Context: an optimization exercise on an open-source flow, tuned for small area, a short achievable clock period and few clock cycles. The choices shown serve that exercise and are no tape-out recipe. Function was checked by simulation only, so behaviour that the tests miss may differ from the original.

==> v20: inputs <==
## b58_codec
module b58_codec (
    input  wire         clk,
    input  wire         rst,        
    input  wire         start,
    input  wire         mode,       
    input  wire [6:0]   in_len,     
    input  wire [511:0] in_data,    
    output wire         busy,
    output reg          done,
    output reg          err,
    output reg  [6:0]   out_len,
    output wire [703:0] out_data    
);
make LEC_CHECK=0 CAP_MARGIN=20 CORE_MARGIN=2 CORE_UTILIZATION=60 SLEW_MARGIN=20 finish   # period 12.0 ns
run.sh (not shown) runs the stock make flow with config.mk's settings and CLKGATE_MAP_FILE= SYNTH_SCRIPT=/design/flow/synth_recipe.tcl, a recipe that flattens the netlist after the stock synthesis.
==> inputs of v3, as changes to v20 <==
--- a/flow/design.v
+++ b/flow/design.v
@@ -12,11 +12,10 @@
     output wire [703:0] out_data    
 );
     localparam NP = 16;             
     localparam NPASS = (64 + NP - 1) / NP;
     localparam OUT_BYTES = 88;
-    localparam IOFF = 24;           
     function [7:0] b58_char;
         input [5:0] v;
         begin
             if (v < 6'd9)       b58_char = 8'h31 + {2'b0, v};
             else if (v < 6'd17) b58_char = 8'h41 + {2'b0, v} - 8'd9;
@@ -44,19 +43,18 @@
     localparam S_PAD  = 2'd3;
     reg  [1:0]  state;
     reg         busy_r;
     reg         md;                 
     reg  [6:0]  len;                
+    reg  [7:0]  ib [0:63];          
     reg  [6:0]  base;               
     reg  [6:0]  lold;               
-    reg  [OUT_BYTES-1:0] roh;       
-    reg  [OUT_BYTES-1:0] e0h;       
+    reg  [6:0]  rp;                 
     reg  [6:0]  t;                  
     reg  [7:0]  sin;                
     reg  [6:0]  zcnt;               
-    reg  [8*OUT_BYTES-1:0] obuf;    
-    reg  [OUT_BYTES-1:0] smask;     
+    reg  [8*OUT_BYTES-1:0] obuf;
     reg  [8:0]  c    [0:NP-1];      
     reg  [7:0]  pipe [0:NP-1];      
     reg  [NP-1:0] pv;               
     reg  [NP-1:0] act;              
     reg  [NP-1:0] pmask;            
@@ -95,25 +93,25 @@
             reg [7:0] ldb;
             integer j;
             always @(*) begin
                 ldb = 8'd0;
                 for (j = 0; j < NPASS; j = j + 1)
-                    if (base == j * NP && j * NP + k < 64) ldb = obuf[8*(IOFF + j * NP + k) +: 8];
+                    if (base == j * NP && j * NP + k < 64) ldb = ib[j * NP + k];
             end
             wire [6:0] dl = b58_val(ldb);
             always @(posedge clk) begin
-                if (ld)
+                if (state == S_LOAD)
                     c[k] <= md ? {dl[6], 2'b0, dl[5:0]} : {1'b0, ldb};
                 else if (vin)
                     c[k] <= cnx[k];
                 pipe[k] <= pout[k];
-                if (ld) begin
+                if (state == S_LOAD) begin
                     act[k]   <= (k < used);
                     pmask[k] <= (k + 1 < used);
                     tsel[k]  <= (k + 1 == used);
                 end
-                if (state != S_RUN || ld)
+                if (state != S_RUN)
                     pv[k] <= 1'b0;
                 else
                     pv[k] <= vin;
             end
         end
@@ -138,71 +136,42 @@
             if (act[i] && cnz[i]) rem_nz = 1'b1;
         for (i = 0; i < NP; i = i + 1)
             if (pmask[i] && pipe[i] != 8'd0) rem_nz = 1'b1;
         lzn = len;
         for (i = 63; i >= 0; i = i - 1)
-            if (i < len && obuf[8*(IOFF + i) +: 8] != (md ? 8'h31 : 8'h00)) lzn = i;
+            if (i < len && ib[i] != (md ? 8'h31 : 8'h00)) lzn = i;
         bad = 1'b0;
         for (i = 0; i < NP; i = i + 1)
             if (act[i] && c[i][8]) bad = 1'b1;
     end
     function [7:0] old_elem;
-        input [OUT_BYTES-1:0] p;
+        input [6:0] p;
         reg   [7:0] b;
         reg   [6:0] v;
-        integer j;
         begin
-            b = 8'd0;
-            for (j = 0; j < OUT_BYTES; j = j + 1)
-                b = b | (obuf[8*j +: 8] & {8{p[j]}});
+            b = obuf[8*p +: 8];
             v = b58_val(b);
             old_elem = md ? b : {2'b0, v[5:0]};
         end
     endfunction
     wire       emit     = tvr && (tapr != 8'd0 || remr);
     wire       pend     = tvr && !remr;              
     wire [7:0] tap_byte = md ? tapr : b58_char(tapr[5:0]);
     wire [7:0] pad_byte = md ? 8'h00 : 8'h31;
-    wire       ld       = (state == S_LOAD) || (state == S_RUN && pend && !last);
-    wire [6:0] lnew     = out_len + {6'd0, emit};    
-    wire       sh      = (state == S_RUN && emit) || state == S_PAD;
-    wire [7:0] newbyte = (state == S_PAD) ? pad_byte : tap_byte;
-    genvar b;
-    generate
-        for (b = 0; b < OUT_BYTES; b = b + 1) begin : g_buf
-            wire [7:0] below;
-            wire [7:0] inb;
-            if (b == 0) begin : g_first
-                assign below = newbyte;
-            end else begin : g_next
-                assign below = obuf[8*(b-1) +: 8];
-            end
-            if (b >= IOFF) begin : g_in
-                assign inb = in_data[8*(b-IOFF) +: 8];
-            end else begin : g_noin
-                assign inb = below;
-            end
-            always @(posedge clk) begin
-                if (state == S_IDLE) begin
-                    if (b >= IOFF && start)
-                        obuf[8*b +: 8] <= inb;
-                end else if (sh && smask[b]) begin
-                    obuf[8*b +: 8] <= below;
-                end
-            end
-        end
-    endgenerate
+    wire [6:0] rp_next  = rp - 7'd1 + {6'd0, emit};
     always @(posedge clk) begin
         if (rst) begin
             state  <= S_IDLE;
             busy_r <= 1'b0;
             done   <= 1'b0;
         end else begin
             case (state)
             S_IDLE: begin
                 md  <= mode;
                 len <= in_len;
+                for (i = 0; i < 64; i = i + 1)
+                    ib[i] <= in_data[8*i +: 8];
                 if (start) begin
                     busy_r  <= 1'b1;
                     done    <= 1'b0;
                     err     <= 1'b0;
                     out_len <= 7'd0;
@@ -210,63 +179,48 @@
                     lold    <= 7'd0;
                     state   <= S_LOAD;
                 end
             end
             S_LOAD: begin
-                zcnt    <= lzn;
-                for (i = 0; i < OUT_BYTES; i = i + 1)
-                    smask[i] <= lastc || (i < IOFF + base + NP);
-                base    <= base + NP;
+                if (base == 7'd0) zcnt <= lzn;
                 last    <= lastc;
                 t       <= 7'd0;
                 tvr     <= 1'b0;
                 out_len <= 7'd0;
-                sin     <= 8'd0;
+                sin     <= (lold != 7'd0) ? old_elem(lold - 7'd1) : 8'd0;
+                rp      <= lold - 7'd2;
                 if (len == 7'd0) begin
                     busy_r <= 1'b0;
                     done   <= 1'b1;
                     state  <= S_IDLE;
                 end else begin
                     state  <= S_RUN;
                 end
             end
             S_RUN: begin
                 t    <= t + 7'd1;
-                roh  <= emit ? roh : {1'b0, roh[OUT_BYTES-1:1]};
-                sin  <= (t + 7'd1 < lold) ? old_elem(roh) : 8'd0;
+                rp   <= rp_next;
+                sin  <= (t + 7'd1 < lold) ? old_elem(rp) : 8'd0;
                 tapr <= tap;
                 tvr  <= tv;
                 remr <= rem_nz;
-                if (emit)
-                    e0h <= (out_len == 7'd0) ? {{(OUT_BYTES-1){1'b0}}, 1'b1}
-                                             : {e0h[OUT_BYTES-2:0], 1'b0};
                 if (t == 7'd0 && md && bad) begin
                     err     <= 1'b1;
                     out_len <= 7'd0;
                     busy_r  <= 1'b0;
                     done    <= 1'b1;
                     state   <= S_IDLE;
                 end else begin
-                    if (emit)
+                    if (emit) begin
+                        obuf    <= {obuf[8*OUT_BYTES-9:0], tap_byte};
                         out_len <= out_len + 7'd1;
+                    end
                     if (pend) begin
                         if (!last) begin
-                            for (i = 0; i < OUT_BYTES; i = i + 1)
-                                smask[i] <= lastc || (i < IOFF + base + NP);
-                            base    <= base + NP;
-                            last    <= lastc;
-                            lold    <= lnew;
-                            t       <= 7'd0;
-                            tvr     <= 1'b0;
-                            out_len <= 7'd0;
-                            if (lnew == 7'd0)
-                                sin <= 8'd0;
-                            else if (out_len == 7'd0)
-                                sin <= tapr;             
-                            else
-                                sin <= old_elem(e0h);
-                            roh     <= emit ? e0h : {1'b0, e0h[OUT_BYTES-1:1]};
+                            lold  <= out_len + {6'd0, emit};
+                            base  <= base + NP;
+                            state <= S_LOAD;
                         end else if (zcnt == 7'd0) begin
                             busy_r <= 1'b0;
                             done   <= 1'b1;
                             state  <= S_IDLE;
                         end else begin
@@ -274,10 +228,11 @@
                         end
                     end
                 end
             end
             S_PAD: begin
+                obuf    <= {obuf[8*OUT_BYTES-9:0], pad_byte};
                 out_len <= out_len + 7'd1;
                 zcnt    <= zcnt - 7'd1;
                 if (zcnt == 7'd1) begin
                     busy_r <= 1'b0;
                     done   <= 1'b1;
--- a/flow/config.mk
+++ b/flow/config.mk
@@ -5,7 +5,7 @@
 export SDC_FILE = /design/flow/constraint.sdc
 export NUM_CORES = 4
 export LEC_CHECK = 0
 export CAP_MARGIN = 20
 export CORE_MARGIN = 2
-export CORE_UTILIZATION = 60
+export CORE_UTILIZATION = 40
 export SLEW_MARGIN = 20
==> qor summary <==
TritonCTS buffer count: v3 193; v20 147
Syn Std Cell Area: v3 117000 um^2; v20 112000 um^2
Number of enable-type register cells in the synthesized netlist: v3 1450; v20 1115
Post-synthesis cell type count: v3 114; v20 130
Post-synthesis area per instance: v3 11.4 um^2; v20 10.2 um^2
Status: v3 timing/DRC/antenna clean; v20 stopped before the end
Last stage reached: v3 -; v20 global routing
Cell count after synthesis: v3 10300; v20 11000
Total instance count after detailed placement: v3 15200; v20 14700
HPWL Detailed: v3 437000 um; v20 602000 um
Post-synthesis xor/xnor area fraction: v3 3.02%; v20 3.28%
Number of synthesized register bits: v3 1607; v20 1272
Bufs on Longest Clock Path: v3 4; v20 3
Final RePlAce weighted congestion: v3 1.05; v20 1.55
Testbench counts of v20, summed over its fixed seeds: cycles 39,563.
Testbench counts of v3, summed over its fixed seeds: cycles 40,151.

## afterwards: timing with drivers on the ports
The flow's constraints put no driver on any port. The routed layout listed below was extracted and timed again, unchanged, in two steps.
Step 1 sets driving cells, clkbuf_16 on the clock port and buf_2 on the other inputs (assumed; they add their load-dependent delay and slew).
Step 2 adds t to the input delays and takes it off the output delays; t is the mean of the earliest and latest rising clock arrival at the registers after step 1. Input paths then give back, and output paths get back, about the clock's delay inside the block.
Slacks: ideal / step 1 / step 2; pairs: ideal / step 1.
run: v3
shift t [ns]: 0.989
slack for setup (ns): 4.403 / 4.403 / 4.403
hold slack, ns: 0.364 / 0.364 / 0.364
worst slew at a driven data input, ns: 0.21
cell pins on the clock port's net: 1
After both steps setup and hold are still met in v3. For v3, drivers alone change the setup slack by 0.000 ns; drivers and shift together by 0.000 ns.
